Source: an optimization exercise on an open RTL-to-GDS flow (aim: small area, a short achievable clock period and few clock cycles per item). Production flows keep margins and buffers that such runs may drop. Where RTL was checked, it was by simulation tests only, not by an equivalence proof against the original. Only the layout flow was run in run 7; the RTL was not checked for function there. Power figures rest on the tool's default switching activity, not on a simulated workload.

## flow/flow/run.sh

```bash
#!/bin/bash
set -euo pipefail
bash standard.sh finish SETUP_SLACK_MARGIN=6.0 > standard_make.log 2>&1
```

## flow/standard.sh

```bash
#!/bin/bash
# synth_recipe.tcl (not shown) runs the flow's synth.tcl, then flattens the netlist and writes it again
# the make line also repeats each setting of config.mk as NAME=value (left out here)
make -C /OpenROAD-flow-scripts/flow DESIGN_CONFIG=/design/flow/config.mk WORK_HOME=/design/flow/orfs CLKGATE_MAP_FILE= SYNTH_SCRIPT=/design/flow/synth_recipe.tcl "${@:-finish}"
```

## flow/config.mk

```make
export PLATFORM = sky130hd
export DESIGN_NAME = qvlc_enc
export DESIGN_NICKNAME = qvlc_enc
export VERILOG_FILES = /design/flow/design.v
export SDC_FILE = /design/flow/constraint.sdc
export NUM_CORES = 4
export LEC_CHECK = 0
export CAP_MARGIN = 20
export CORE_MARGIN = 2
export CORE_UTILIZATION = 70
export CTS_CLUSTER_DIAMETER = 100
export CTS_CLUSTER_SIZE = 30
export SETUP_SLACK_MARGIN = 5
export SLEW_MARGIN = 20
```

## flow/constraint.sdc

```tcl
create_clock -name core_clock -period 9.0 [get_ports {clk}]
set_input_delay 1.8000 -clock core_clock [delete_from_list [all_inputs] [get_ports {clk}]]
set_output_delay 1.8000 -clock core_clock [all_outputs]
set_load 0.01 [all_outputs]
```

## flow/design.v

```verilog
module qvlc_enc (
    input  wire        clk,
    input  wire        rst,         
    input  wire        in_valid,
    output wire        in_ready,
    input  wire [15:0] in_coef,     
    input  wire [3:0]  in_qno,      
    input  wire [1:0]  in_cls,      
    input  wire        in_mode,     
    output wire        out_valid,
    input  wire        out_ready,
    output wire [15:0] out_val,     
    output wire [4:0]  out_len,     
    output wire        out_last,    
    output wire        out_err,     
    output wire [11:0] out_bits     
);
    localparam RL = 64;             
    reg  [RL*9-1:0] ring;           
    wire [8:0]      ring_in;        
    always @(posedge clk)
        ring <= {ring[(RL-1)*9-1:0], ring_in};
    wire [8:0] tap  = ring[61*9 +: 9];    
    reg        rdy;                 
    reg  [5:0] wd;                  
    reg  [6:0] span;                
    reg  [5:0] wj;                  
    reg  [3:0] qe;                  
    reg        c3;                  
    reg        mode;
    reg        werr;                
    reg  [5:0] widx;                
    reg        pv;                  
    reg        pdc;                 
    reg [15:0] pcoef;
    reg  [2:0] psh;
    reg        pend;
    reg        perr;
    reg  [5:0] pidx;
    wire in_fire = in_valid && rdy && !rst;
    wire [1:0] zone = mode ? wj[1:0] : wj[5:4];
    wire [3:0] qs   = qe + {2'd0, zone};
    wire [2:0] sh   = (qs[3:2] == 2'd0) ? {2'd0, c3} : qs[3:1] - 3'd1;
    wire [14:0] ix  = in_coef[14:0];
    reg         ibig;
    always @(*) begin
        case (sh)
            3'd0:    ibig = in_coef[15] ? !((&ix[14:8])  && (|ix[7:0]))  : (|ix[14:8]);
            3'd1:    ibig = in_coef[15] ? !((&ix[14:9])  && (|ix[8:0]))  : (|ix[14:9]);
            3'd2:    ibig = in_coef[15] ? !((&ix[14:10]) && (|ix[9:0]))  : (|ix[14:10]);
            3'd3:    ibig = in_coef[15] ? !((&ix[14:11]) && (|ix[10:0])) : (|ix[14:11]);
            3'd4:    ibig = in_coef[15] ? !((&ix[14:12]) && (|ix[11:0])) : (|ix[14:12]);
            default: ibig = in_coef[15] ? !((&ix[14:13]) && (|ix[12:0])) : (|ix[14:13]);
        endcase
    end
    wire        x_neg = pcoef[15];
    wire [14:0] u     = pcoef[14:0] ^ {15{x_neg}};
    wire [14:0] v     = u >> psh;
    reg         c;
    always @(*) begin
        case (psh)
            3'd0:    c = x_neg;
            3'd1:    c = x_neg & u[0];
            3'd2:    c = x_neg & (&u[1:0]);
            3'd3:    c = x_neg & (&u[2:0]);
            3'd4:    c = x_neg & (&u[3:0]);
            default: c = x_neg & (&u[4:0]);
        endcase
    end
    wire [7:0]  q_lo  = v[7:0] + {7'd0, c};
    wire        q_nz  = (q_lo != 8'd0);
    assign ring_in = pv ? {pdc || (x_neg && q_nz), pdc ? 8'd0 : q_lo}
                        : ring[(RL-1)*9 +: 9];
    reg        ract;                
    reg  [5:0] run;
    reg  [5:0] rd;                  
    reg        al;                  
    reg        tz, ta1, ta2, ta3;   
    reg        tm;                  
    reg        lz, la1, lm;         
    reg        ov;                  
    reg [15:0] oval;
    reg  [4:0] olen;
    reg        olast;
    reg        ofirst;              
    reg        oerr;
    reg [11:0] obits;
    wire       ospace = !ov || out_ready;
    wire [7:0] amp   = tap[7:0];
    wire       sgn   = tap[8];
    wire [5:0] r     = ract ? run : 6'd0;
    wire       r_0   = (r == 6'd0);
    wire       r_1   = (r == 6'd1);
    wire       r_2   = (r == 6'd2);
    wire       is_eob = tm;
    wire       split1 = tz && !lz && (!la1 || !(r_0 || r_1));
    reg [15:0] t_val;
    reg  [4:0] t_len;
    always @(*) begin
        if (is_eob) begin
            t_val = 16'h0006; t_len = 5'd4;
        end else if (tz) begin                         
            if (r_0) begin t_val = 16'h007C;           t_len = 5'd7;  end
            else     begin t_val = {10'h07E, r};       t_len = 5'd13; end
        end else if (ta1 && r_1) begin
            t_val = {11'd0, 4'b0111, sgn};  t_len = 5'd5;
        end else if (ta1 && r_2) begin
            t_val = {10'd0, 5'b10100, sgn}; t_len = 5'd6;
        end else if (ta1) begin
            t_val = {14'd0, 1'b0, sgn};     t_len = 5'd3;
        end else if (ta2) begin
            t_val = {12'd0, 3'b010, sgn};   t_len = 5'd4;
        end else if (ta3) begin
            t_val = {11'd0, 4'b1000, sgn};  t_len = 5'd5;
        end else begin
            t_val = {7'b1111111, amp, sgn}; t_len = 5'd16;
        end
    end
    wire emit    = is_eob || !tz || split1;
    wire start   = !ract && pend;                       
    wire do_err  = start && perr && ospace;
    wire can_go  = al && (ract || (pend && !perr));
    wire step    = can_go && (!emit || ospace);
    wire load    = (step && emit) || do_err;
    wire s_le63 = (span[6] == 1'b0);
    wire s_64   = (span == 7'd64);
    wire s_65   = (span == 7'd65);
    wire span_ok = do_err || s_le63 || (s_64 && !(in_fire && !step)) ||
                   (s_65 && step && !in_fire);
    wire [6:0] span_n = span + {6'd0, in_fire} - {6'd0, step} - (do_err ? 7'd64 : 7'd0);
    assign in_ready = rdy;
    always @(posedge clk) begin
        if (rst) begin
            rdy    <= 1'b1;
            wd     <= 6'd1;
            rd     <= 6'd2;
            al     <= 1'b1;
            span   <= 7'd0;
            wj     <= 6'd0;
            pv     <= 1'b0;
            pdc    <= 1'b0;
            pend   <= 1'b0;
            ract   <= 1'b0;
            ov     <= 1'b0;
            ofirst <= 1'b1;
        end else begin
            wd   <= in_fire ? wd : wd - 6'd1;
            span <= span_n;
            rdy  <= (in_fire || wd == 6'd2) && span_ok;
            pv   <= in_fire;
            pdc  <= in_fire && (wj == 6'd0);
            if (in_fire) wj <= wj + 6'd1;
            if (in_fire && wj == 6'd63) pend <= 1'b1;
            else if (start && (do_err || step)) pend <= 1'b0;
            rd <= step ? rd : rd - 6'd1;
            al <= step ? al : (rd == 6'd3);
            if (step) begin
                ract <= !is_eob;
                run  <= tz ? r + 6'd1 : 6'd0;
            end
            if (load) ov <= 1'b1;
            else if (out_ready) ov <= 1'b0;
            if (load) ofirst <= do_err || is_eob;
        end
    end
    always @(posedge clk) begin
        if (in_fire && wj == 6'd0) begin
            qe   <= 4'd8 - {1'b0, in_qno[3:1]} - {3'd0, in_qno == 4'd15} + {2'd0, in_cls == 2'd3, 1'b0};
            c3   <= (in_cls == 2'd3);
            mode <= in_mode;
        end
        if (in_fire && wj == 6'd0) begin
            werr <= 1'b0;
        end else if (in_fire && ibig && !werr) begin
            werr <= 1'b1;
            widx <= wj;
        end
        pcoef <= in_coef;
        psh   <= sh;
        if (in_fire && wj == 6'd63) begin
            perr <= werr || ibig;
            pidx <= werr ? widx : 6'd63;
        end
        lz  <= (ring[59*9 +: 8] == 8'd0);
        la1 <= (ring[59*9 +: 8] == 8'd1);
        lm  <= (ring[59*9 +: 9] == 9'h100);
        tz  <= lz;
        ta1 <= la1;
        tm  <= lm;
        ta2 <= (ring[60*9 +: 8] == 8'd2);
        ta3 <= (ring[60*9 +: 8] == 8'd3);
        if (load) begin
            oerr  <= do_err;
            olast <= do_err || is_eob;
            oval  <= do_err ? {10'd0, pidx} : t_val;
            olen  <= do_err ? 5'd0 : t_len;
            obits <= do_err ? 12'd0 : (ofirst ? 12'd0 : obits) + {7'd0, t_len};
        end
    end
    assign out_valid = ov;
    assign out_val   = oval;
    assign out_len   = olen;
    assign out_last  = olast;
    assign out_err   = oerr;
    assign out_bits  = obits;
endmodule
```

==> results of run 1 <==
[area by class of cell]
class | count | area (µm²) | area share
flip-flops and latches | 692 | 14400 | 0.693
repair buffers | 139 | 1090 | 0.0525
repair inverters | 1 | 7.51 | 0.000361
clock buffers | 33 | 698 | 0.0336
well taps | 335 | 419 | 0.0201
multi-input cells | 477 | 3910 | 0.188
clock inverters | 2 | 50.0 | 0.00241
inverters | 50 | 205 | 0.00986
[state kept, by name, summed over array words and instances, names as in the netlist, 3 cells and up]
register  flops
obits        12
olen          5
oval         11
pcoef        16
pidx          6
psh           3
qe            4
rd            6
ring        576
run           6
span          7
wd            6
widx          6
wj            6
[final timing paths]
path | from | to | cells past startpoint
worst max-delay path | out_ready | span[6] | 14
worst min register to register | ring[89] | ring[98] | 0
worst min-delay path | ring[89] | ring[98] | 0
worst max register to register | run[0] | span[6] | 19
[power groups by stage]
stage          clock network (mW)  logic, mW  registers [mW]
3_3_place_gp                    0      0.227            3.43
5_1_grt                      1.55      0.322            3.38
4_1_cts                      1.45      0.271            3.37
2_1_floorplan                   0      0.203            3.39
3_5_place_dp                    0      0.232            3.43
6_report                     1.43      0.294            3.36
[kinds of logic (layout without fill, tap and decap cells)]
family	count (synthesis)	in the layout	synth area share
flops	692	692	0.792
simple gates	255	255	0.0739
compound gates	115	115	0.0433
buf+inv	84	225	0.0202
xor+xnor	44	44	0.0220
fa+ha+maj	36	36	0.0264
mux	27	27	0.0224
[Yosys cell counts (all sizes together) (4+ instances only)]
master / n
or3: 5
o21a: 4
or2: 5
nand2b: 20
nor4: 9
nand2: 44
inv: 49
buf: 12
a31oi: 4
xor2: 14
a21oi: 29
o21bai: 4
and2: 12
edfxtp: 55
mux2: 4
nand3: 13
nor3: 23
fa: 4
o21ai: 20
mux4: 9
nor2: 66
and3: 5
nor3b: 10
nor2b: 14
xnor2: 30
clkbuf: 22
nand4: 9
nand3b: 7
dfxtp: 637
a211oi: 7
mux2i: 14
o22ai: 8
ha: 32
a21o: 8
[routing by layer]
metal  global-route usage  up-vias  routed length (µm)
met5                    0        -                   0
met4               0.0660        0                 901
met3               0.0312       74                1250
met2                0.360      215               14300
met1                0.277     4259               12700
li1                     -     4427                   -
[through the flow]
stage | util | hold WS (ns)
2_1_floorplan | - | 0.310
3_3_place_gp | 0.748 | 0.311
3_5_place_dp | 0.748 | 0.312
4_1_cts | 0.796 | 0.321
5_1_grt | 0.808 | 0.335
6_report | 0.808 | 0.327
[repair_timing]
item	4_1_cts	5_1_grt
pin swaps	46	27
buffers inserted	55	19
gates cloned	2	0
gates resized for setup	263	34
setup endpoints to repair	116	78
==> reports/qor.csv, run 1 <==
metric;value;unit
Final Max Slew Viols;0;
Synth area leader;dfxtp_1;
highest-count cells in the layout ignoring fill and taps;627 x dfxtp_1, 66 x buf_4, 59 x nor2_1, 55 x edfxtp_1, 39 x nand2_1;
Sink Count;692;
synthesized area per cell;14.5;µm²
deepest clock path buffer count;3;
Core Region;25800;µm²
hold_buf cts;0;
All-Layer GR Usage;0.210;
CP Cell Sequence;buf_6 -> nand2b_4 -> o221ai_4 -> inv_2 -> ha_4 -> inv_2 -> ha_4 -> ha_4 -> a21oi_2 -> o21bai_1 -> a21oi_1 -> nor2_1 -> or3_1 -> a21oi_1;
crit start category;primary input;
dpl hpwl;16100;µm
Pre-antenna DRT Iters;5;
I/O Pins;64;
R2R Setup Slk;5.76;ns
sw frac;0.214;
Synth Instances;1253;
DIE AREA;27300;µm²
TritonCTS Buffers;27;
Seq/Total Area, Yosys;0.792;
power share of the clock group;0.281;
Final WS setup;5.67;ns
clock root buffer;clkbuf_16;
cell family with most CP delay;compound AO/OA/AOI/OAI gates;
Total Wirelength;29200;µm
ys flop type;dfxtp_1;
worst-path fanout max;2;
Leak Pwr;8.24;nW
worst slack at placement;4.53;ns
Die Wd;165;µm
CTS tree;built;
post-synth top area share;0.701;
initial antenna violation count;1;
Area Overhead vs Synth;14.4;%
Iter 0 DRT Violations;657;
cell area after layout;20800;µm²
slowest stage cell, crit path;or3_1;
htree depth;1;
CTS clock-pin slew for the worst setup and hold paths;0.12;ns
Int Power;3.99;mW
type of the most critical hold path;flop to flop;
DR vias;8975;
Peak Freq;301;MHz
Post-Syn Area;18200;µm²
max_cap viols;0;
most used cell along the critical path;ha_4;
CP Buf/Inv Count;3;
Fillers;1371;
vias per cell;5.19;
Post-DRT Antenna Nets;0;
asr flop ratio synth;0;
Data arrival, critical path;3.85;ns
slew of the pin with the lowest slew margin;0.605;ns
Non-Filler Instances;1729;
Starting Density;0.706;
Layout Skew;0.0417;ns
first-pass GRT wire length;44900;µm
most common cell after layout, fill and taps aside;dfxtp_1;
Tcrit/Tclk final;0.370;
Max-slew headroom;0.594;
Yosys cell types;79;
Post-DP Area;19300;µm²
setup_tns;0;ns
number of synthesized flops with an enable pin;55;
worst skew pair latency;0.58;ns
DRC viols;0;
diodes inserted;0;
Nets;1451;
CP max stage delay;0.34;ns
RSZ-0062 raised after global routing;yes;
Site Rows;59;
combinational fraction of design power;0.058;
pin count of the biggest net entering global routing;32;
Setup violations, final;0;
CP Class;primary input to flop;
Yosys reg bits;692;
worst path required time;9.52;ns
warnings from Yosys;1;
outcome;timing/DRC/antenna clean;
Max rail drop VDD;0.253;mV
vias in the first global route;8887;
Placed Cells;1618;
DR WL/cell;16.9;µm
layout cells sized above 1;0.192;
pwr/cell area;244;nW/µm²
IO Port Bufs;63;
synth top area cells;dfxtp_1 70%, edfxtp_1 9.1%, ha_1 2.2%;
NetSw;1.09;mW
CP endpoint kind;flop;
Seq pwr share;0.661;
Tmin final;3.33;ns
global route total overflow;0;
Power Total;5.08;mW
final number of hold-violating endpoints;0;
RD Place Congestion;0.851;
Chip Height;165;µm
Testbench counts, summed over its fixed seeds: cycles 21,000, blocks 320.
==> inputs of run 2 (changes only) <==
--- a/flow/design.v
+++ b/flow/design.v
@@ -32,11 +32,9 @@
     reg  [5:0] widx;                
     reg        pv;                  
     reg        pdc;                 
-    reg [15:0] pcoef;
-    reg  [2:0] psh;
+    reg  [7:0] pamp;                
+    reg        pneg;                
     reg        pend;
-    reg        perr;
-    reg  [5:0] pidx;
     wire in_fire = in_valid && rdy && !rst;
     wire [1:0] zone = mode ? wj[1:0] : wj[5:4];
     wire [3:0] qs   = qe + {2'd0, zone};
@@ -53,23 +51,22 @@
             default: ibig = in_coef[15] ? !((&ix[14:13]) && (|ix[12:0])) : (|ix[14:13]);
         endcase
     end
-    wire        x_neg = pcoef[15];
-    wire [14:0] u     = pcoef[14:0] ^ {15{x_neg}};
-    wire [14:0] v     = u >> psh;
+    wire        x_neg = in_coef[15];
+    wire [7:0]  v     = (ix >> sh) ^ {8{x_neg}};
     reg         c;
     always @(*) begin
-        case (psh)
+        case (sh)
             3'd0:    c = x_neg;
-            3'd1:    c = x_neg & u[0];
-            3'd2:    c = x_neg & (&u[1:0]);
-            3'd3:    c = x_neg & (&u[2:0]);
-            3'd4:    c = x_neg & (&u[3:0]);
-            default: c = x_neg & (&u[4:0]);
+            3'd1:    c = x_neg & (ix[0]   == 1'd0);
+            3'd2:    c = x_neg & (ix[1:0] == 2'd0);
+            3'd3:    c = x_neg & (ix[2:0] == 3'd0);
+            3'd4:    c = x_neg & (ix[3:0] == 4'd0);
+            default: c = x_neg & (ix[4:0] == 5'd0);
         endcase
     end
-    wire [7:0]  q_lo  = v[7:0] + {7'd0, c};
-    wire        q_nz  = (q_lo != 8'd0);
-    assign ring_in = pv ? {pdc || (x_neg && q_nz), pdc ? 8'd0 : q_lo}
+    wire [7:0]  q_amp = v + {7'd0, c};
+    wire        p_nz  = (pamp != 8'd0);
+    assign ring_in = pv ? {pdc || (pneg && p_nz), pdc ? 8'd0 : pamp}
                         : ring[(RL-1)*9 +: 9];
     reg        ract;                
     reg  [5:0] run;
@@ -84,7 +81,7 @@
     reg        olast;
     reg        ofirst;              
     reg        oerr;
-    reg [11:0] obits;
+    reg  [9:0] obits;               
     wire       ospace = !ov || out_ready;
     wire [7:0] amp   = tap[7:0];
     wire       sgn   = tap[8];
@@ -118,8 +115,8 @@
     end
     wire emit    = is_eob || !tz || split1;
     wire start   = !ract && pend;                       
-    wire do_err  = start && perr && ospace;
-    wire can_go  = al && (ract || (pend && !perr));
+    wire do_err  = start && werr && ospace;
+    wire can_go  = al && (ract || (pend && !werr));
     wire step    = can_go && (!emit || ospace);
     wire load    = (step && emit) || do_err;
     wire s_le63 = (span[6] == 1'b0);
@@ -169,18 +166,14 @@
             c3   <= (in_cls == 2'd3);
             mode <= in_mode;
         end
-        if (in_fire && wj == 6'd0) begin
-            werr <= 1'b0;
-        end else if (in_fire && ibig && !werr) begin
+        if (in_fire && wj != 6'd0 && ibig && (!werr || wj == 6'd1)) begin
             werr <= 1'b1;
             widx <= wj;
+        end else if (in_fire && wj == 6'd1) begin
+            werr <= 1'b0;
         end
-        pcoef <= in_coef;
-        psh   <= sh;
-        if (in_fire && wj == 6'd63) begin
-            perr <= werr || ibig;
-            pidx <= werr ? widx : 6'd63;
-        end
+        pamp  <= q_amp;
+        pneg  <= x_neg;
         lz  <= (ring[59*9 +: 8] == 8'd0);
         la1 <= (ring[59*9 +: 8] == 8'd1);
         lm  <= (ring[59*9 +: 9] == 9'h100);
@@ -192,9 +185,9 @@
         if (load) begin
             oerr  <= do_err;
             olast <= do_err || is_eob;
-            oval  <= do_err ? {10'd0, pidx} : t_val;
+            oval  <= do_err ? {10'd0, widx} : t_val;
             olen  <= do_err ? 5'd0 : t_len;
-            obits <= do_err ? 12'd0 : (ofirst ? 12'd0 : obits) + {7'd0, t_len};
+            obits <= do_err ? 10'd0 : (ofirst ? 10'd0 : obits) + {5'd0, t_len};
         end
     end
     assign out_valid = ov;
@@ -202,5 +195,5 @@
     assign out_len   = olen;
     assign out_last  = olast;
     assign out_err   = oerr;
-    assign out_bits  = obits;
+    assign out_bits  = {2'd0, obits};
 endmodule
--- a/flow/config.mk
+++ b/flow/config.mk
@@ -7,8 +7,9 @@
 export LEC_CHECK = 0
 export CAP_MARGIN = 20
 export CORE_MARGIN = 2
-export CORE_UTILIZATION = 70
+export CORE_UTILIZATION = 80
 export CTS_CLUSTER_DIAMETER = 100
 export CTS_CLUSTER_SIZE = 30
+export PLACE_DENSITY = 0.85
 export SETUP_SLACK_MARGIN = 5
 export SLEW_MARGIN = 20
==> reports/qor.csv, run 2 <==
metric;value;unit
asr flop ratio synth;0;
Seq/Total Area, Yosys;0.808;
TritonCTS Buffers;26;
Sink Count;673;
tool error;[ERROR DPL-0033] detailed placement checks failed during check placement.;
RD Place Congestion;0.853;
Synth area leader;dfxtp_1;
Fail Step;clock tree synthesis;
synth top area cells;dfxtp_1 73%, edfxtp_1 8.0%, ha_1 2.1%;
deepest clock path buffer count;3;
number of synthesized flops with an enable pin;46;
setup bufs post-CTS;89;
Placed Cells;1509;
I/O Pins;64;
post-synth top area share;0.727;
hold_buf cts;0;
Die Wd;151;µm
warnings from Yosys;1;
worst slack at placement;3.94;ns
cts repair resizes;287;
top-count cell post-synth;dfxtp_1;
Yosys cell types;73;
synthesized area per cell;14.3;µm²
Starting Density;0.818;
IO Port Bufs;61;
Site Rows;53;
htree depth;1;
ys flop type;dfxtp_1;
clock root buffer;clkbuf_16;
Yosys reg bits;673;
outcome;did not finish;
Post-DP Area;18400;µm²
Post-Syn Area;17300;µm²
commonest cells in the netlist;627 x dfxtp_1, 59 x nor2_1, 53 x nand2_1;
dpl hpwl;25700;µm
Synth Instances;1205;
Chip Height;151;µm
-- run 2: logic make-up after synthesis --
family / synth area share
simple gates: 0.0622
xor+xnor: 0.0223
fa+ha+maj: 0.0268
buf+inv: 0.0203
flops: 0.808
mux: 0.00508
compound gates: 0.0555
other cells: 0.000217
-- run 2: worst max-delay path by stage --
stage,end
detailed placement,widx[0]
floorplan,span[5]
global placement,widx[3]
-- run 2: power groups by stage --
| stage | logic (mW) | registers (mW) | clock network [mW] |
|---|---|---|---|
| after detailed placement | 0.277 | 3.35 | 0 |
| after global placement | 0.247 | 3.33 | 0 |
| after floorplan | 0.200 | 3.31 | 0 |
Testbench counts of run 2, summed over its fixed seeds: cycles 21,000, blocks 320.
==> inputs of run 3 (changes only) <==
--- a/flow/config.mk
+++ b/flow/config.mk
@@ -7,9 +7,8 @@
 export LEC_CHECK = 0
 export CAP_MARGIN = 20
 export CORE_MARGIN = 2
-export CORE_UTILIZATION = 80
+export CORE_UTILIZATION = 70
 export CTS_CLUSTER_DIAMETER = 100
 export CTS_CLUSTER_SIZE = 30
-export PLACE_DENSITY = 0.85
 export SETUP_SLACK_MARGIN = 5
 export SLEW_MARGIN = 20
==> reports/qor.csv, run 3 <==
metric;value;unit
worst-path fanout max;4;
Site Rows;57;
worst reg2reg path depth;16;
Sink Count;673;
CTS clock-pin slew for the worst setup and hold paths;0.11;ns
vias per cell;5.55;
ys flop type;dfxtp_1;
outcome;timing/DRC/antenna clean;
Leak Pwr;8.18;nW
first-pass GRT wire length;52800;µm
dpl hpwl;18000;µm
commonest cells in the netlist;627 x dfxtp_1, 59 x nor2_1, 53 x nand2_1;
diodes inserted;0;
final number of hold-violating endpoints;0;
most common cell after layout, fill and taps aside;dfxtp_1;
Post-Syn Area;17300;µm²
layout cells sized above 1;0.211;
deepest clock path buffer count;3;
number of flip-flops in the largest register;576;
TritonCTS Buffers;26;
Chip Height;161;µm
DR WL/cell;22.5;µm
slowest stage cell, crit path;edfxtp_1;
CP Cell Sequence;mux2_4 -> ha_1 -> and4_4 -> a21oi_4 -> and2_4 -> mux2_4 -> nor4_4 -> nor2_2 -> o21ai_1 -> a21o_1 -> and3_4 -> ha_4 -> buf_4 -> nand2_2 -> and4bb_1 -> xnor2_1;
All-Layer GR Usage;0.268;
most used cell along the critical path;mux2_4;
Yosys cell types;73;
worst skew pair latency;0.57;ns
CP endpoint kind;flop;
number of synthesized flops with an enable pin;46;
Data arrival, critical path;4.29;ns
CTS tree;built;
worst path required time;9.50;ns
Nets;1429;
hold_buf cts;0;
setup_tns;0;ns
clock root buffer;clkbuf_16;
CP Buf/Inv Count;1;
IO Port Bufs;61;
Starting Density;0.712;
type of the most critical hold path;flop to flop;
Die Wd;161;µm
Reg with most FFs;ring;
Max-slew headroom;0.479;
top-count cell post-synth;dfxtp_1;
met2 WL;19500;µm
Post-DRT Antenna Nets;0;
Layout Skew;0.0183;ns
pin count of the biggest net entering global routing;32;
DRT met1 WL;14400;µm
Core Region;24200;µm²
htree depth;1;
crit start category;flop;
Tmin final;3.79;ns
CP max stage delay;0.46;ns
Pre-antenna DRT Iters;7;
max_cap viols;0;
Max rail drop VDD;0.215;mV
cell family with most CP delay;simple AND/OR/NAND/NOR gates;
RD Place Congestion;0.870;
Critical Path Stages;16;
DIE AREA;25900;µm²
synth top area cells;dfxtp_1 73%, edfxtp_1 8.0%, ha_1 2.1%;
Yosys reg bits;673;
Seq/Total Area, Yosys;0.808;
Area Overhead vs Synth;17.7;%
synthesized area per cell;14.3;µm²
warnings from Yosys;1;
DR top layer;met4;
Peak Freq;264;MHz
I/O Pins;64;
DR WL met3;2390;µm
pwr/cell area;251;nW/µm²
DRC viols;0;
top flop regs;ring (576), oval (11), obits (10);
RSZ-0062 raised after global routing;yes;
asr flop ratio synth;0;
vias in the first global route;9276;
Setup violations, final;0;
highest-count cells in the layout ignoring fill and taps;624 x dfxtp_1, 88 x buf_4, 50 x nor2_1, 48 x nand2_1, 46 x edfxtp_1;
Synth Instances;1205;
Synth area leader;dfxtp_1;
slew of the pin with the lowest slew margin;0.780;ns
global route total overflow;0;
Final Max Slew Viols;0;
post-synth top area share;0.727;
Tcrit/Tclk final;0.421;
worst hold stages;0;
CP Class;flop to flop;
worst hold margin;0.320;ns
Total Wirelength;38200;µm
DR vias;9420;
initial antenna violation count;1;
Iter 0 DRT Violations;1101;
[run 3: cell counts after synthesis]
No cell type changed its count.
[run 3: path summary, 6_finish.rpt]
| kind | slack [ns] | start | to |
|---|---|---|---|
| hold reg to reg | 0.32 | ring[291] | ring[300] |
| setup reg to reg | 5.21 | mode | pamp[7] |
| setup / recovery | 5.21 | mode | pamp[7] |
| hold / removal | 0.32 | ring[291] | ring[300] |
[run 3: metrics by stage]
stage | total power, mW | utilization | std cells | instance area (µm²) | worst slack [ns]
after floorplan | 3.51 | - | 1206 | 17600 | 5.03
after global placement | 3.58 | 0.759 | 1558 | 18400 | 4.26
after detailed placement | 3.60 | 0.759 | 1558 | 18400 | 4.15
after CTS | 5.03 | 0.820 | 1669 | 19900 | 5.21
after global routing | 5.24 | 0.838 | 1698 | 20300 | 5.08
final | 5.10 | 0.838 | 1698 | 20300 | 5.21
[run 3: cell families (layout without fill, tap and decap cells)]
group	after synthesis	after routing	share of synthesized area
compound gates	142	142	0.0555
xor+xnor	44	44	0.0223
fa+ha+maj	35	35	0.0268
buf+inv	83	251	0.0203
flops	673	673	0.808
mux	8	8	0.00508
other cells	1	2	0.000217
simple gates	219	219	0.0622
[run 3: layer usage]
metal	global-route usage	vias up
met5	0	-
met4	0.0889	0
met3	0.0437	154
met2	0.482	450
met1	0.332	4540
li1	-	4276
[run 3: report_power, final]
part | switching (mW) | total, mW | leakage, nW | internal [mW]
Combinational | 0.200 | 0.365 | 2.25 | 0.165
Sequential | 0.0915 | 3.29 | 5.58 | 3.20
Clock | 0.879 | 1.44 | 0.348 | 0.557
Total | 1.17 | 5.10 | 8.18 | 3.92
[run 3: timing repair]
action | in CTS | in global routing
gates cloned | 2 | 0
pin swaps | 52 | 48
setup buffers | 76 | 29
resized for setup | 210 | 61
endpoints found under the setup margin | 108 | 80
[run 3: area by class of cell]
cell class,instances,area (µm²)
Tap cell,324,405
Sequential cell,673,13900
Multi-Input combinational cell,450,3620
Clock inverter,1,20.0
Clock buffer,32,694
Inverter,48,218
Timing Repair inverter,1,7.51
Fill cell,1113,3940
Timing Repair Buffer,169,1410
==> inputs of run 4 (changes only) <==
--- a/flow/design.v
+++ b/flow/design.v
@@ -36,9 +36,19 @@
     reg        pneg;                
     reg        pend;
     wire in_fire = in_valid && rdy && !rst;
-    wire [1:0] zone = mode ? wj[1:0] : wj[5:4];
-    wire [3:0] qs   = qe + {2'd0, zone};
-    wire [2:0] sh   = (qs[3:2] == 2'd0) ? {2'd0, c3} : qs[3:1] - 3'd1;
+    function [2:0] shift_of(input [3:0] e, input c, input [1:0] z);
+        reg [3:0] qs;
+        begin
+            qs = e + {2'd0, z};
+            shift_of = (qs[3:2] == 2'd0) ? {2'd0, c} : qs[3:1] - 3'd1;
+        end
+    endfunction
+    reg  [2:0] sh;                  
+    wire [5:0] wj1   = wj + 6'd1;
+    wire [3:0] in_qe = 4'd8 - {1'b0, in_qno[3:1]} - {3'd0, in_qno == 4'd15} +
+                       {2'd0, in_cls == 2'd3, 1'b0};
+    wire [2:0] sh_n  = (wj == 6'd0) ? shift_of(in_qe, in_cls == 2'd3, {1'b0, in_mode})
+                                    : shift_of(qe, c3, mode ? wj1[1:0] : wj1[5:4]);
     wire [14:0] ix  = in_coef[14:0];
     reg         ibig;
     always @(*) begin
@@ -162,7 +172,7 @@
     end
     always @(posedge clk) begin
         if (in_fire && wj == 6'd0) begin
-            qe   <= 4'd8 - {1'b0, in_qno[3:1]} - {3'd0, in_qno == 4'd15} + {2'd0, in_cls == 2'd3, 1'b0};
+            qe   <= in_qe;
             c3   <= (in_cls == 2'd3);
             mode <= in_mode;
         end
@@ -172,6 +182,7 @@
         end else if (in_fire && wj == 6'd1) begin
             werr <= 1'b0;
         end
+        if (in_fire) sh <= sh_n;
         pamp  <= q_amp;
         pneg  <= x_neg;
         lz  <= (ring[59*9 +: 8] == 8'd0);
--- a/flow/config.mk
+++ b/flow/config.mk
@@ -8,7 +8,7 @@
 export CAP_MARGIN = 20
 export CORE_MARGIN = 2
 export CORE_UTILIZATION = 70
-export CTS_CLUSTER_DIAMETER = 100
-export CTS_CLUSTER_SIZE = 30
+export CTS_CLUSTER_DIAMETER = 80
+export CTS_CLUSTER_SIZE = 25
 export SETUP_SLACK_MARGIN = 5
 export SLEW_MARGIN = 20
==> reports/qor.csv, run 4 <==
metric;value;unit
outcome;timing/DRC/antenna clean;
CP Class;flop to flop;
Placed Cells;1564;
Pre-antenna DRT Iters;8;
htree depth;1;
Chip Height;162;µm
Iter 0 DRT Violations;980;
Util after Layout;0.845;
synth top area cells;dfxtp_1 72%, edfxtp_1 8.4%, ha_1 2.5%;
warnings from Yosys;1;
CP max stage delay;0.85;ns
Yosys cell types;69;
IO Port Bufs;61;
synthesized area per cell;14.5;µm²
Max rail drop VDD;0.216;mV
max_cap viols;0;
Post-Syn Area;17500;µm²
Peak Freq;275;MHz
Reg with most FFs;ring;
clock root buffer;clkbuf_16;
Starting Density;0.716;
most used cell along the critical path;ha_4;
asr flop ratio synth;0;
Die Wd;162;µm
CP endpoint kind;flop;
I/O Pins;64;
highest-count cells in the layout ignoring fill and taps;624 x dfxtp_1, 73 x buf_4, 59 x nor2_1, 49 x edfxtp_1, 48 x nand2_1;
layout cells sized above 1;0.230;
top flop regs;ring (576), oval (11), obits (10);
vias in the first global route;9887;
All-Layer GR Usage;0.286;
Tcrit/Tclk final;0.404;
DR vias;9779;
post-synth top area share;0.717;
pin count of the biggest net entering global routing;30;
most common cell after layout, fill and taps aside;dfxtp_1;
Layout Skew;0.0479;ns
Site Rows;57;
CP Cell Sequence;clkinvlp_4 -> o31a_1 -> or2_4 -> clkinv_4 -> ha_4 -> inv_4 -> ha_4 -> ha_4 -> fa_2 -> a21o_1 -> a21oi_2 -> xnor2_1 -> nor2_1;
Setup violations, final;0;
vias per cell;5.78;
Core Region;24500;µm²
CTS tree;built;
slew of the pin with the lowest slew margin;1.00;ns
Synth Instances;1206;
DRC viols;0;
Seq/Total Area, Yosys;0.801;
CTS clock-pin slew for the worst setup and hold paths;0.11;ns
Area Overhead vs Synth;18.0;%
worst skew pair latency;0.61;ns
number of flip-flops in the largest register;576;
DR WL/cell;24.8;µm
slowest stage cell, crit path;dfxtp_1;
Total Wirelength;42000;µm
global route total overflow;0;
first-pass GRT wire length;57000;µm
type of the most critical hold path;flop to flop;
Data arrival, critical path;4.12;ns
Non-Filler Instances;1691;
Nets;1423;
ys flop type;dfxtp_1;
final number of hold-violating endpoints;0;
Sink Count;676;
dpl hpwl;17600;µm
setup_tns;0;ns
top-count cell post-synth;dfxtp_1;
Tmin final;3.63;ns
Power Total;5.21;mW
Max-slew headroom;0.333;
commonest cells in the netlist;627 x dfxtp_1, 68 x nor2_1, 57 x nand2_1;
worst path required time;9.48;ns
RSZ-0062 raised after global routing;yes;
worst-path fanout max;10;
initial antenna violation count;2;
Final Max Slew Viols;0;
Leak Pwr;8.18;nW
pwr/cell area;252;nW/µm²
Post-DRT Antenna Nets;0;
TritonCTS Buffers;31;
Synth area leader;dfxtp_1;
Yosys reg bits;676;
RD Place Congestion;0.896;
crit start category;flop;
deepest clock path buffer count;3;
number of synthesized flops with an enable pin;49;
DIE AREA;26300;µm²
run 4: worst paths after layout:
kind | start | to | cells past startpoint | slack [ns]
worst max-delay path | tz | span[5] | 13 | 5.37
worst min-delay path | ring[228] | ring[237] | 0 | 0.31
worst max register to register | tz | span[5] | 13 | 5.37
worst min register to register | ring[228] | ring[237] | 0 | 0.31
run 4: report_power, final:
| part | internal, mW | switching, mW | leakage [nW] |
|---|---|---|---|
| Clock | 0.649 | 0.940 | 0.419 |
| Sequential | 3.24 | 0.115 | 5.59 |
| Combinational | 0.132 | 0.140 | 2.16 |
| Total | 4.02 | 1.19 | 8.18 |
run 4: final cells by class:
class                           count  area (µm²)
Antenna cell                        2        5.00
Clock buffer                       39         816
Clock inverter                      2        50.0
Fill cell                        1032        3790
Inverter                           48         204
Multi-Input combinational cell    454        3930
Sequential cell                   676       14000
Tap cell                          324         405
Timing Repair Buffer              146        1230
run 4: kinds of logic after synthesis:
family | count (synthesis) | share of synthesized area
flip-flops | 676 | 0.801
AND/OR/NAND/NOR | 222 | 0.0605
AO/OA/AOI/OAI | 126 | 0.0477
buffers and inverters | 77 | 0.0190
adder cells (fa/ha/maj) | 39 | 0.0296
XOR/XNOR | 39 | 0.0195
multiplexers | 26 | 0.0226
other | 1 | 0.000214
run 4: metal layers:
metal,vias up,track usage,part of all wire
li1,4265,-,-
met1,4691,0.341,0.35
met2,594,0.515,0.51
met3,229,0.0396,0.064
met4,0,0.132,0.071
met5,-,0,0
run 4: repair_timing:
item / 4_1_cts / 5_1_grt
buffers inserted: 63 / 20
hold endpoints to repair: 0 / 0
cloned: 1 / 0
hold buffers: 0 / 0
resized for setup: 323 / 79
endpoints found under the setup margin: 128 / 49
pin swaps: 54 / 52
run 4: stage by stage:
stage / worst slack, ns / area (µm²) / hold WS [ns]
6_report: 5.37 / 20700 / 0.313
5_1_grt: 5.39 / 20700 / 0.317
2_1_floorplan: 5.11 / 17700 / 0.310
3_3_place_gp: 4.47 / 18600 / 0.310
4_1_cts: 5.72 / 20200 / 0.315
3_5_place_dp: 4.40 / 18600 / 0.312
run 4: worst max-delay path: cells and delay by family (launching register included):
kind                     cells  cell delay (ns)
buffers and inverters        3             0.64
AO/OA/AOI/OAI                3             0.72
flip-flops                   1             0.85
adder cells (fa/ha/maj)      4             0.81
XOR/XNOR                     1             0.12
AND/OR/NAND/NOR              2             0.34
Testbench counts of run 4, summed over its fixed seeds: cycles 21,000, blocks 320.
==> inputs of run 5 (changes only) <==
--- a/flow/config.mk
+++ b/flow/config.mk
@@ -8,7 +8,7 @@
 export CAP_MARGIN = 20
 export CORE_MARGIN = 2
 export CORE_UTILIZATION = 70
-export CTS_CLUSTER_DIAMETER = 80
-export CTS_CLUSTER_SIZE = 25
+export CTS_CLUSTER_DIAMETER = 100
+export CTS_CLUSTER_SIZE = 30
 export SETUP_SLACK_MARGIN = 5
 export SLEW_MARGIN = 20
==> reports/qor.csv, run 5 <==
metric;value;unit
CP Class;flop to flop;
combinational fraction of design power;0.052;
Seq. cell area;14000;µm²
synthesized area per cell;14.5;µm²
Tmin final;3.53;ns
number of flip-flops in the largest register;576;
CP max stage delay;0.52;ns
dpl hpwl;17600;µm
top-count cell post-synth;dfxtp_1;
Starting Density;0.716;
htree depth;1;
hold_buf cts;0;
RR Endpoint;obits[6];
initial antenna violation count;2;
IO Port Bufs;61;
Pre-antenna DRT Iters;7;
CP Cell Sequence;o41ai_4 -> buf_4 -> buf_4 -> a21boi_1 -> nand2_1 -> a21oi_4 -> buf_12 -> fa_2 -> a21o_1 -> a21oi_2 -> nor2b_2 -> o21ai_2 -> mux2_2 -> nor2_2;
worst slack at placement;4.40;ns
DIE AREA;26300;µm²
worst-path fanout max;4;
post-synth top area share;0.717;
commonest cells in the netlist;627 x dfxtp_1, 68 x nor2_1, 57 x nand2_1;
worst skew pair latency;0.59;ns
highest-count cells in the layout ignoring fill and taps;624 x dfxtp_1, 59 x nor2_1, 55 x buf_4, 49 x edfxtp_1, 48 x nand2_1;
Nets;1400;
slowest stage cell, crit path;edfxtp_1;
layout cells sized above 1;0.211;
DRC viols;0;
Core Region;24500;µm²
worst reg2reg path depth;14;
Leak Pwr;8.01;nW
Die Wd;162;µm
RD Place Congestion;0.896;
Sink Count;676;
Yosys reg bits;676;
vias in the first global route;9489;
Synth Instances;1206;
Seq/Total Area, Yosys;0.801;
Chip Height;162;µm
slew of the pin with the lowest slew margin;0.951;ns
max_cap viols;0;
Yosys cell types;69;
most common cell after layout, fill and taps aside;dfxtp_1;
Reg with most FFs;ring;
CTS tree;built;
Post-DRT Antenna Nets;0;
DR vias;9377;
sw frac;0.224;
R2R Setup Slk;5.47;ns
Critical Path Stages;14;
asr flop ratio synth;0;
Max rail drop VDD;0.258;mV
global route total overflow;0;
Seq pwr share;0.664;
TritonCTS Buffers;26;
RSZ-0062 raised after global routing;yes;
most used cell along the critical path;buf_4;
crit start category;flop;
final number of hold-violating endpoints;0;
Iter 0 DRT Violations;860;
ys flop type;dfxtp_1;
type of the most critical hold path;flop to flop;
crit path to;obits[6];
deepest clock path buffer count;3;
NetSw;1.13;mW
Total Wirelength;38300;µm
Max-slew headroom;0.366;
Site Rows;57;
worst hold margin;0.320;ns
top flop regs;ring (576), oval (11), obits (10);
CP Buf/Inv Count;3;
Layout Skew;0.0186;ns
Tcrit/Tclk final;0.392;
vias per cell;5.63;
Fillers;1117;
DR WL/cell;23.0;µm
Peak Freq;284;MHz
worst path required time;9.46;ns
I/O Pins;64;
Power Total;5.03;mW
area of the multi-input gates;3890;µm²
Setup violations, final;0;
Final WS setup;5.47;ns
Synth area leader;dfxtp_1;
number of synthesized flops with an enable pin;49;
pin count of the biggest net entering global routing;32;
cell family with most CP delay;compound AO/OA/AOI/OAI gates;
Int Power;3.90;mW
Area Overhead vs Synth;16.1;%
synth top area cells;dfxtp_1 72%, edfxtp_1 8.4%, ha_1 2.5%;
first-pass GRT wire length;54200;µm
Final Max Slew Viols;0;
outcome;timing/DRC/antenna clean;
warnings from Yosys;1;
Data arrival, critical path;3.99;ns
CTS clock-pin slew for the worst setup and hold paths;0.12;ns
crit path launch;run[2];
clock root buffer;clkbuf_16;
pwr/cell area;248;nW/µm²
CP endpoint kind;flop;
setup_tns;0;ns
Post-Syn Area;17500;µm²
power share of the clock group;0.284;
All-Layer GR Usage;0.271;
worst r2r src;run[2];
run 5: worst min path at each step:
stage / start / endpoint / slack, ns / cells after the start
2_1_floorplan: ring[91] / ring[100] / 0.31 / 0
3_3_place_gp: ring[167] / ring[176] / 0.31 / 0
3_5_place_dp: ring[134] / ring[143] / 0.31 / 0
4_1_cts: ring[56] / ring[65] / 0.33 / 0
5_1_grt: ring[56] / ring[65] / 0.33 / 0
6_report: ring[81] / ring[90] / 0.32 / 0
run 5: power by group through the flow:
| stage | combinational (mW) | clock (mW) | sequential [mW] |
|---|---|---|---|
| after global placement | 0.187 | 0 | 3.37 |
| after CTS | 0.226 | 1.41 | 3.33 |
| after global routing | 0.279 | 1.54 | 3.36 |
| final | 0.260 | 1.43 | 3.34 |
| after floorplan | 0.153 | 0 | 3.34 |
| after detailed placement | 0.192 | 0 | 3.39 |
run 5: layout make-up:
cell class,count,area share
inverters,48,0.00978
well taps,324,0.0199
repair buffers,128,0.0542
flip-flops and latches,676,0.690
clock inverters,3,0.00185
diodes,1,0.000123
clock buffers,31,0.0329
multi-input cells,454,0.191
run 5: timing repair:
item,CTS,global route
setup buffers,48,17
endpoints found under the hold margin,0,0
gates resized for setup,306,79
endpoints found under the setup margin,129,47
pin swaps,46,43
gates cloned,1,0
run 5: cell families (layout without fill, tap and decap cells):
kind of cell,Yosys count,after routing,share of synthesized area
other,1,3,0.000214
buffers and inverters,77,210,0.0190
muxes,26,26,0.0226
AOI/OAI and AO/OA,126,126,0.0477
xor gates and xnor gates,39,39,0.0195
DFF,676,676,0.801
and+or+nand+nor,222,222,0.0605
adders and majority gates,39,39,0.0296
run 5: worst register-to-register path, stage by stage, from the launching register on:
cell and delay, ns:
edfxtp_1 0.52, o41ai_4 0.49, buf_4 0.23, buf_4 0.13, a21boi_1 0.08, nand2_1 0.16, a21oi_4 0.11, buf_12 0.16
fa_2 0.40, a21o_1 0.19, a21oi_2 0.21, nor2b_2 0.11, o21ai_2 0.18, mux2_2 0.36, nor2_2 0.09
run 5: metal layers:
metal | global-route usage | wire, µm | up-vias
met5 | 0 | 12 | -
met1 | 0.338 | 14300 | 4572
met3 | 0.0380 | 2550 | 142
li1 | - | - | 4219
met4 | 0.0929 | 2020 | 2
met2 | 0.486 | 19400 | 442
run 5: per-stage QoR:
| step | util | instances | area, µm² |
|---|---|---|---|
| floorplan | - | 1207 | 17700 |
| detailed placement | 0.761 | 1564 | 18600 |
| CTS | 0.813 | 1647 | 19900 |
| global placement | 0.761 | 1564 | 18600 |
| finish | 0.831 | 1665 | 20300 |
| global route | 0.831 | 1664 | 20300 |
==> inputs of run 6 (changes only) <==
--- a/flow/design.v
+++ b/flow/design.v
@@ -23,7 +23,9 @@
     wire [8:0] tap  = ring[61*9 +: 9];    
     reg        rdy;                 
     reg  [5:0] wd;                  
-    reg  [6:0] span;                
+    reg  [6:0] sd;
+    reg        fd, sd_st, sd_err;
+    wire [6:0] span = sd + {6'd0, fd} - {6'd0, sd_st} - {sd_err, 6'd0};
     reg  [5:0] wj;                  
     reg  [3:0] qe;                  
     reg        c3;                  
@@ -80,6 +82,7 @@
                         : ring[(RL-1)*9 +: 9];
     reg        ract;                
     reg  [5:0] run;
+    reg        rz0, rz1, rz2;       
     reg  [5:0] rd;                  
     reg        al;                  
     reg        tz, ta1, ta2, ta3;   
@@ -96,9 +99,9 @@
     wire [7:0] amp   = tap[7:0];
     wire       sgn   = tap[8];
     wire [5:0] r     = ract ? run : 6'd0;
-    wire       r_0   = (r == 6'd0);
-    wire       r_1   = (r == 6'd1);
-    wire       r_2   = (r == 6'd2);
+    wire       r_0   = !ract || rz0;
+    wire       r_1   = ract && rz1;
+    wire       r_2   = ract && rz2;
     wire       is_eob = tm;
     wire       split1 = tz && !lz && (!la1 || !(r_0 || r_1));
     reg [15:0] t_val;
@@ -134,7 +137,6 @@
     wire s_65   = (span == 7'd65);
     wire span_ok = do_err || s_le63 || (s_64 && !(in_fire && !step)) ||
                    (s_65 && step && !in_fire);
-    wire [6:0] span_n = span + {6'd0, in_fire} - {6'd0, step} - (do_err ? 7'd64 : 7'd0);
     assign in_ready = rdy;
     always @(posedge clk) begin
         if (rst) begin
@@ -142,7 +144,10 @@
             wd     <= 6'd1;
             rd     <= 6'd2;
             al     <= 1'b1;
-            span   <= 7'd0;
+            sd     <= 7'd0;
+            fd     <= 1'b0;
+            sd_st  <= 1'b0;
+            sd_err <= 1'b0;
             wj     <= 6'd0;
             pv     <= 1'b0;
             pdc    <= 1'b0;
@@ -152,7 +157,10 @@
             ofirst <= 1'b1;
         end else begin
             wd   <= in_fire ? wd : wd - 6'd1;
-            span <= span_n;
+            sd     <= span;
+            fd     <= in_fire;
+            sd_st  <= step;
+            sd_err <= do_err;
             rdy  <= (in_fire || wd == 6'd2) && span_ok;
             pv   <= in_fire;
             pdc  <= in_fire && (wj == 6'd0);
@@ -164,6 +172,9 @@
             if (step) begin
                 ract <= !is_eob;
                 run  <= tz ? r + 6'd1 : 6'd0;
+                rz0  <= !tz;
+                rz1  <= tz && r_0;
+                rz2  <= tz && r_1;
             end
             if (load) ov <= 1'b1;
             else if (out_ready) ov <= 1'b0;
==> reports/qor.csv, run 6 <==
metric;value;unit
deepest clock path buffer count;3;
worst skew pair latency;0.60;ns
Max-slew headroom;0.419;
Int Power;3.92;mW
Final Max Slew Viols;0;
Tcrit/Tclk final;0.393;
crit path launch;in_coef[5];
type of the most critical hold path;flop to flop;
Core Region;24900;µm²
diodes inserted;0;
vias in the first global route;8643;
synthesized area per cell;14.5;µm²
Peak Freq;282;MHz
Pre-antenna DRT Iters;5;
Sink Count;681;
synth top area cells;dfxtp_1 72%, edfxtp_1 8.9%, ha_1 2.0%;
IO Port Bufs;61;
pwr/cell area;251;nW/µm²
Tmin final;3.54;ns
CTS tree;built;
RSZ-0062 raised after global routing;yes;
worst-path fanout max;6;
CP endpoint kind;flop;
outcome;timing/DRC/antenna clean;
RD Place Congestion;0.852;
crit start category;primary input;
clock root buffer;clkbuf_16;
Leak Pwr;7.88;nW
ys flop type;dfxtp_1;
Synth Instances;1209;
warnings from Yosys;1;
Setup violations, final;0;
layout cells sized above 1;0.144;
CTS clock-pin slew for the worst setup and hold paths;0.11;ns
htree depth;1;
asr flop ratio synth;0;
Seq/Total Area, Yosys;0.805;
power share of the clock group;0.281;
Yosys cell types;59;
Chip Height;163;µm
pin count of the biggest net entering global routing;36;
initial antenna violation count;2;
Die Wd;163;µm
highest-count cells in the layout ignoring fill and taps;623 x dfxtp_1, 71 x nor2_1, 52 x edfxtp_1, 43 x inv_1, 42 x nand2_1;
I/O Pins;64;
Post-Syn Area;17600;µm²
post-synth top area share;0.716;
Data arrival, critical path;3.82;ns
TritonCTS Buffers;26;
Site Rows;58;
DRC viols;0;
dpl hpwl;17100;µm
vias per cell;5.23;
Total Wirelength;29600;µm
DIE AREA;26400;µm²
DR WL/cell;18.0;µm
combinational fraction of design power;0.043;
Max rail drop VDD;0.222;mV
number of synthesized flops with an enable pin;52;
worst r2r src;wj[0];
Area Overhead vs Synth;12.1;%
slew of the pin with the lowest slew margin;0.871;ns
Starting Density;0.707;
Yosys reg bits;681;
All-Layer GR Usage;0.224;
global route total overflow;0;
setup_tns;0;ns
Seq pwr share;0.676;
sw frac;0.209;
Placed Cells;1572;
Post-DRT Antenna Nets;0;
worst path required time;9.28;ns
final number of hold-violating endpoints;0;
DR vias;8613;
Iter 0 DRT Violations;661;
most common cell after layout, fill and taps aside;dfxtp_1;
CP Class;primary input to flop;
Reg with most FFs;ring;
Layout Skew;0.0538;ns
top flop regs;ring (576), oval (11), obits (10);
Non-Filler Instances;1646;
first-pass GRT wire length;46100;µm
max_cap viols;0;
NetSw;1.03;mW
top-count cell post-synth;dfxtp_1;
HP Start;ring[345];
number of flip-flops in the largest register;576;
Synth area leader;dfxtp_1;
commonest cells in the netlist;629 x dfxtp_1, 74 x nor2_1, 52 x edfxtp_1;
Nets;1364;
-- run 6: cell types whose count changed after synthesis, sizes merged, moves of 7 or more --
cell    before  now
nand2b       3   11
nand2       57   48
a21oi       36   24
ha          35   28
xnor2       20   28
-- run 6: timing repair --
item / 4_1_cts / 5_1_grt
setup endpoints to repair: 108 / 62
hold buffers: 0 / 0
setup buffers: 26 / 8
cloned: 0 / 1
endpoints found under the hold margin: 0 / 0
resized for setup: 233 / 54
pin swaps: 20 / 18
-- run 6: final timing paths --
kind / to / slack (ns) / cells after the start
hold / removal: ring[354] / 0.29 / 0
setup reg to reg: sh[2] / 5.97 / 10
hold reg to reg: ring[354] / 0.29 / 0
setup / recovery: widx[2] / 5.46 / 8
-- run 6: metal layers --
metal / vias up / global-route usage / wire [µm]
met1: 4174 / 0.301 / 12900
met4: 2 / 0.0571 / 668
met5: - / 0 / 13
li1: 4164 / - / -
met2: 226 / 0.392 / 14700
met3: 47 / 0.0252 / 1280
-- run 6: kinds of logic after synthesis --
family	share of synthesized area
buffers and inverters	0.0184
XOR/XNOR	0.0234
flip-flops	0.805
AO/OA/AOI/OAI	0.0408
AND/OR/NAND/NOR	0.0662
other	0.000213
adder cells (fa/ha/maj)	0.0251
multiplexers	0.0212
-- run 6: per-stage QoR --
stage	setup WS, ns	instance area (µm²)	hold WS [ns]	utilization	total power, mW
3_5_place_dp	4.23	18600	0.312	0.749	3.61
5_1_grt	5.41	19700	0.310	0.792	5.11
6_report	5.46	19700	0.286	0.792	4.95
3_3_place_gp	4.28	18600	0.310	0.749	3.59
4_1_cts	5.32	19500	0.312	0.785	4.96
2_1_floorplan	5.00	17800	0.310	-	3.53
-- run 6: power groups by stage --
stage               Clock, mW  Combinational [mW]  Sequential (mW)
finish                   1.39               0.212             3.35
global route             1.51               0.236             3.37
CTS                      1.40               0.206             3.35
detailed placement          0               0.195             3.41
global placement            0               0.189             3.40
floorplan                   0               0.157             3.37
-- run 6: final cells by class --
cell class / instances / area [µm²]
clock buffer: 37 / 692
clock inverter: 2 / 27.5
fill: 1365 / 5170
inverter: 47 / 193
multi-input combinational: 452 / 3430
sequential: 681 / 14200
tap: 330 / 413
timing repair buffer: 97 / 797
-- run 6: critical path, cell delays in order --
cell	delay (ns)
buf_8	0.10
or4_4	0.53
or3_1	0.33
maj3_2	0.33
a2111oi_4	0.31
nor3_2	0.09
a211oi_2	0.15
buf_4	0.19
Testbench counts of run 6, summed over its fixed seeds: cycles 21,000, blocks 320.
==> inputs of run 7 (changes only) <==
--- a/flow/design.v
+++ b/flow/design.v
@@ -187,12 +187,10 @@
             c3   <= (in_cls == 2'd3);
             mode <= in_mode;
         end
-        if (in_fire && wj != 6'd0 && ibig && (!werr || wj == 6'd1)) begin
-            werr <= 1'b1;
+        if (in_fire && (!werr || wj == 6'd1))
             widx <= wj;
-        end else if (in_fire && wj == 6'd1) begin
-            werr <= 1'b0;
-        end
+        if (in_fire && wj != 6'd0)
+            werr <= ibig || (werr && wj != 6'd1);
         if (in_fire) sh <= sh_n;
         pamp  <= q_amp;
         pneg  <= x_neg;
==> flow/flow/run.sh (replaced) <==
#!/bin/bash
set -euo pipefail
bash standard.sh finish SETUP_SLACK_MARGIN=6.5 > standard_make.log 2>&1
==> reports/qor.csv, run 7 <==
metric;value;unit
IO Port Bufs;61;
main combinational cell family by area after synthesis;simple AND/OR/NAND/NOR gates;
layout cells sized above 1;0.225;
pin count of the biggest net entering global routing;40;
Tcrit/Tclk final;0.349;
Final Max Slew Viols;0;
Die Wd;163;µm
CTS clock-pin slew for the worst setup and hold paths;0.11;ns
worst-path fanout max;5;
initial antenna violation count;1;
DR vias;9388;
global route total overflow;0;
Post-Synth XOR/XNOR Area;0.0246;
Data arrival, critical path;3.45;ns
slowest stage cell, crit path;fa_2;
Area Overhead vs Synth;17.3;%
Yosys reg bits;681;
Core Region;25000;µm²
Post-Syn Area;17700;µm²
highest-count cells in the layout ignoring fill and taps;619 x dfxtp_1, 58 x buf_4, 54 x nor2_1, 53 x edfxtp_1, 36 x nand2_1;
Synth Instances;1210;
Post-DRT Antenna Nets;0;
vias per cell;5.59;
crit start category;primary input;
Chip Height;163;µm
Fillers;1150;
dpl hpwl;17000;µm
Leak Pwr;8.24;nW
worst path required time;9.31;ns
first-pass GRT wire length;50900;µm
DR WL/cell;22.5;µm
top flop regs;ring (576), oval (11), obits (10);
multiplexer area fraction after synthesis;0.0239;
Max-slew headroom;0.207;
RD Place Congestion;0.800;
Tmin final;3.14;ns
Nets;1403;
compound-cell area share of the yosys netlist;0.0422;
Yosys cell types;67;
deepest clock path buffer count;3;
CP endpoint kind;flop;
Power Total;5.08;mW
type of the most critical hold path;flop to flop;
asr flop ratio synth;0;
synth top area cells;dfxtp_1 71%, edfxtp_1 9.0%, ha_1 2.0%;
setup_tns;0;ns
DRC viols;0;
Peak Freq;318;MHz
pwr/cell area;245;nW/µm²
vias in the first global route;9237;
Iter 0 DRT Violations;708;
RSZ-0062 raised after global routing;yes;
Seq/Total Area, Yosys;0.801;
slew of the pin with the lowest slew margin;1.19;ns
final number of hold-violating endpoints;0;
outcome;timing/DRC/antenna clean;
number of flip-flops in the largest register;576;
Setup violations, final;0;
most common cell after layout, fill and taps aside;dfxtp_1;
clock root buffer;clkbuf_16;
TritonCTS Buffers;26;
CP max stage delay;0.57;ns
adder-cell share of the synthesized area;0.0243;
CTS tree;built;
worst skew pair latency;0.60;ns
CP Cell Sequence;buf_8 -> fa_2 -> inv_2 -> ha_4 -> buf_4 -> o31ai_2 -> a21oi_1 -> o21ai_1 -> o32ai_1;
commonest cells in the netlist;628 x dfxtp_1, 61 x nor2_1, 53 x edfxtp_1;
htree depth;1;
Sink Count;681;
Reg with most FFs;ring;
I/O Pins;64;
Max rail drop VDD;0.222;mV
Total Wirelength;37900;µm
synthesized area per cell;14.6;µm²
max_cap viols;0;
warnings from Yosys;1;
Synth area leader;dfxtp_1;
All-Layer GR Usage;0.252;
hold_buf cts;0;
Site Rows;58;
Starting Density;0.708;
post-synth top area share;0.711;
Pre-antenna DRT Iters;5;
top-count cell post-synth;dfxtp_1;
DIE AREA;26500;µm²
CP Class;primary input to flop;
ys flop type;dfxtp_1;
number of synthesized flops with an enable pin;53;
Layout Skew;0.0374;ns
Post-Synth Simple-Gate Area;0.0644;
[run 7: critical path: cells and delay by family]
family / cells / cell delay [ns]
buffers and inverters: 3 / 0.31
AO/OA/AOI/OAI: 4 / 0.59
adder cells (fa/ha/maj): 2 / 0.76
[run 7: power breakdown]
part / switching, mW / internal, mW
clock network: 0.883 / 0.538
logic: 0.138 / 0.145
registers: 0.105 / 3.27
total: 1.13 / 3.95
[run 7: timing repair]
item                       in CTS  in global routing
setup endpoints to repair     140                109
setup buffers                  51                 23
resized for setup             351                 74
pin swaps                      43                 51
gates cloned                    3                  1
[run 7: cells by family after synthesis]
| family | Yosys count |
|---|---|
| buffers and inverters | 80 |
| AOI/OAI and AO/OA | 115 |
| and+or+nand+nor | 227 |
| muxes | 26 |
| DFF | 681 |
| other | 1 |
| xor gates and xnor gates | 48 |
| adders and majority gates | 32 |
[run 7: through the flow]
step | cell area [µm²] | hold slack (ns) | setup WS, ns | cells | utilization
finish | 20700 | 0.313 | 5.86 | 1680 | 0.831
CTS | 20200 | 0.313 | 5.87 | 1655 | 0.811
global placement | 18900 | 0.312 | 4.58 | 1568 | 0.756
detailed placement | 18900 | 0.312 | 4.51 | 1568 | 0.756
floorplan | 18100 | 0.310 | 5.40 | 1211 | -
global route | 20700 | 0.326 | 5.80 | 1679 | 0.831
[run 7: layout make-up]
type	instances	area [µm²]	area share
sequential	681	14200	0.684
tap	330	413	0.0199
inverter	45	226	0.0109
clock inverter	2	27.5	0.00133
multi-input combinational	451	3950	0.191
timing repair inverter	1	7.51	0.000362
timing repair buffer	138	1260	0.0608
antenna	1	2.50	0.000121
clock buffer	31	669	0.0323
[run 7: path summary, 6_finish.rpt]
kind              from       end  slack (ns)  depth (start not counted)
max          in_qno[1]     sh[0]        5.86                          9
min           ring[52]  ring[61]        0.31                          0
max reg2reg      wj[0]     sh[2]        6.16                         11
min reg2reg   ring[52]  ring[61]        0.31                          0
[run 7: per-layer routing]
metal,wire length [µm],vias to the layer above,track usage
met5,13,-,0
met4,1650,2,0.0736
met3,2220,124,0.0379
met2,19800,417,0.454
met1,14100,4593,0.317
li1,-,4252,-
==> inputs of run 8 (changes only) <==
--- a/flow/design.v
+++ b/flow/design.v
@@ -85,9 +85,11 @@
     reg        rz0, rz1, rz2;       
     reg  [5:0] rd;                  
     reg        al;                  
+    wire [8:0] look = ring[60*9 +: 9];
+    wire       lz   = (look[7:0] == 8'd0);
+    wire       la1  = (look[7:0] == 8'd1);
     reg        tz, ta1, ta2, ta3;   
     reg        tm;                  
-    reg        lz, la1, lm;         
     reg        ov;                  
     reg [15:0] oval;
     reg  [4:0] olen;
@@ -194,14 +196,11 @@
         if (in_fire) sh <= sh_n;
         pamp  <= q_amp;
         pneg  <= x_neg;
-        lz  <= (ring[59*9 +: 8] == 8'd0);
-        la1 <= (ring[59*9 +: 8] == 8'd1);
-        lm  <= (ring[59*9 +: 9] == 9'h100);
         tz  <= lz;
         ta1 <= la1;
-        tm  <= lm;
-        ta2 <= (ring[60*9 +: 8] == 8'd2);
-        ta3 <= (ring[60*9 +: 8] == 8'd3);
+        tm  <= lz && look[8];
+        ta2 <= (look[7:0] == 8'd2);
+        ta3 <= (look[7:0] == 8'd3);
         if (load) begin
             oerr  <= do_err;
             olast <= do_err || is_eob;
==> reports/qor.csv, run 8 <==
metric;value;unit
first-pass GRT wire length;51000;µm
I/O Pins;64;
Layout Skew;0.0160;ns
Max-slew headroom;0.416;
Seq/Total Area, Yosys;0.801;
DR vias;9309;
DIE AREA;26400;µm²
dpl hpwl;16200;µm
number of flip-flops in the largest register;576;
Max rail drop VDD;0.217;mV
most common cell after layout, fill and taps aside;dfxtp_1;
adder-cell share of the synthesized area;0.0250;
ys flop type;dfxtp_1;
Starting Density;0.705;
commonest cells in the netlist;625 x dfxtp_1, 65 x nor2_1, 53 x edfxtp_1;
pin count of the biggest net entering global routing;32;
worst path required time;9.32;ns
vias per cell;5.54;
worst reg2reg path depth;10;
max_cap viols;0;
CP max stage delay;0.41;ns
cell area after layout;20700;µm²
type of the most critical hold path;flop to flop;
worst r2r src;wj[2];
warnings from Yosys;1;
Setup violations, final;0;
DR WL/cell;21.4;µm
Chip Height;163;µm
Synth area leader;dfxtp_1;
Data arrival, critical path;3.56;ns
main combinational cell family by area after synthesis;simple AND/OR/NAND/NOR gates;
top-count cell post-synth;dfxtp_1;
hold_buf cts;0;
highest-count cells in the layout ignoring fill and taps;615 x dfxtp_1, 64 x buf_4, 57 x nor2_1, 53 x edfxtp_1, 35 x nand2_1;
number of synthesized flops with an enable pin;53;
post-synth top area share;0.710;
compound-cell area share of the yosys netlist;0.0448;
worst-path fanout max;3;
RD Place Congestion;0.845;
Tmin final;3.24;ns
Area Overhead vs Synth;17.5;%
Post-Synth XOR/XNOR Area;0.0248;
initial antenna violation count;1;
Iter 0 DRT Violations;815;
final number of hold-violating endpoints;0;
Util after Layout;0.829;
Yosys reg bits;678;
Leak Pwr;8.17;nW
RSZ-0062 raised after global routing;yes;
asr flop ratio synth;0;
layout cells sized above 1;0.233;
slowest stage cell, crit path;fa_2;
top flop regs;ring (576), oval (11), obits (10);
RR Endpoint;sh[0];
vias in the first global route;9368;
Post-Synth Simple-Gate Area;0.0655;
Reg with most FFs;ring;
Final Max Slew Viols;0;
Fillers;1162;
HP Start;ring[424];
pwr/cell area;244;nW/µm²
multiplexer area fraction after synthesis;0.0195;
clock root buffer;clkbuf_16;
Total Wirelength;35900;µm
Nets;1403;
DRC viols;0;
Post-DP Area;18700;µm²
global route total overflow;0;
Pre-antenna DRT Iters;5;
Post-Syn Area;17600;µm²
slew of the pin with the lowest slew margin;0.877;ns
synth top area cells;dfxtp_1 71%, edfxtp_1 9.0%, ha_1 2.0%;
CTS tree;built;
All-Layer GR Usage;0.250;
R2R Setup Slk;5.97;ns
WHS Endpoint;ring[433];
worst hold margin;0.324;ns
deepest clock path buffer count;3;
synthesized area per cell;14.6;µm²
most used cell along the critical path;inv_2;
CP Cell Sequence;buf_6 -> and2_4 -> inv_2 -> fa_2 -> inv_2 -> nand4_1 -> xor2_2 -> nand3_2 -> o221ai_2 -> o22ai_1;
Peak Freq;308;MHz
CP Class;primary input to flop;
Die Wd;163;µm
IO Port Bufs;61;
Core Region;25000;µm²
Power Total;5.05;mW
diodes inserted;0;
Post-DRT Antenna Nets;0;
Sink Count;678;
Tcrit/Tclk final;0.360;
worst hold stages;0;
crit start category;primary input;
worst skew pair latency;0.58;ns
htree depth;1;
setup_tns;0;ns
CP endpoint kind;flop;
outcome;timing/DRC/antenna clean;
Synth Instances;1203;
CTS clock-pin slew for the worst setup and hold paths;0.12;ns
Site Rows;58;
TritonCTS Buffers;26;
Yosys cell types;73;
run 8: stage by stage:
stage | instances | setup WS, ns
2_1_floorplan | 1204 | 5.33
3_5_place_dp | 1565 | 4.73
5_1_grt | 1680 | 5.69
4_1_cts | 1646 | 5.82
6_report | 1680 | 5.76
3_3_place_gp | 1565 | 4.81
run 8: what timing repair did:
| item | CTS | global route |
|---|---|---|
| cloned | 4 | 0 |
| buffers inserted | 43 | 34 |
| pin swaps | 38 | 45 |
| setup endpoints to repair | 149 | 86 |
| gates resized for setup | 350 | 69 |
| hold endpoints to repair | 0 | 0 |
run 8: layout make-up:
type	instances	area (µm²)	share of cell area
clock buffers	31	669	0.0323
clock inverters	3	33.8	0.00163
inverters	46	198	0.00955
multi-input cells	451	4010	0.194
flip-flops and latches	678	14100	0.682
well taps	330	413	0.0199
repair buffers	141	1250	0.0606
run 8: worst max path at each step:
stage / from / to / slack, ns
6_report: in_cls[0] / sh[0] / 5.76
3_5_place_dp: in_cls[1] / sh[2] / 4.73
2_1_floorplan: in_cls[1] / sh[2] / 5.33
5_1_grt: in_cls[0] / sh[0] / 5.69
3_3_place_gp: in_qno[2] / sh[2] / 4.81
4_1_cts: in_cls[0] / sh[0] / 5.82
run 8: report_power, final:
part           leakage [nW]  switching [mW]  internal [mW]
clock network         0.341           0.868          0.539
registers              5.61          0.0884           3.24
logic                  2.22           0.162          0.155
run 8: cells by family (layout without fill, tap and decap cells):
group / after synthesis / after routing
flops: 678 / 678
simple gates: 224 / 226
compound gates: 117 / 117
buf+inv: 77 / 221
xor+xnor: 49 / 49
fa+ha+maj: 33 / 33
mux: 24 / 24
other cells: 1 / 2
run 8: per-layer routing:
layer | vias to the layer above | wire length (µm) | track usage
met1 | 4504 | 13700 | 0.322
met3 | 104 | 2340 | 0.0395
li1 | 4261 | - | -
met5 | - | 10 | 0
met2 | 438 | 18400 | 0.438
met4 | 2 | 1410 | 0.0805
run 8: worst max-delay path: cells and delay by family:
kind                     cells  cell delay [ns]
AND/OR/NAND/NOR              3             0.51
AO/OA/AOI/OAI                2             0.28
XOR/XNOR                     1             0.31
adder cells (fa/ha/maj)      1             0.41
buffers and inverters        3             0.24
Testbench counts of run 8, summed over its fixed seeds: cycles 21,000, blocks 320.

[separate check: timing with driven ports]
The results above use ideal ports. As a check the final layouts listed here were re-extracted and re-timed, cells and wires unchanged.
Step 1: set_driving_cell puts a clkbuf_16 on clk and a buf_2 on each other input, an assumption about the parent block.
Step 2 times the ports against the registers' clock, not the clock port: input delays grow and output delays shrink by t, the midpoint of the rising clock arrivals with the driver on.
Three values: ideal, step 1, step 2; two values: the first two.
| run | t, ns | setup slack, ns | worst setup path after step 2 |
|---|---|---|---|
| run 1 | 0.606 | 5.673 / 5.687 / 5.081 | input to register |
| run 3 | 0.606 | 5.210 / 5.210 / 4.624 | input to register |
| run 4 | 0.639 | 5.367 / 5.367 / 4.953 | input to register |
| run 5 | 0.631 | 5.473 / 5.473 / 5.049 | input to register |
| run 6 | 0.622 | 5.460 / 5.461 / 4.839 | input to register |
| run 7 | 0.624 | 5.860 / 5.825 / 5.229 | input to register |
| run 8 | 0.617 | 5.756 / 5.772 / 5.155 | input to register |
After both steps setup and hold are still met in every run listed. For run 7, which loses most, drivers alone change the setup slack by -0.035 ns; drivers and shift together by -0.631 ns.
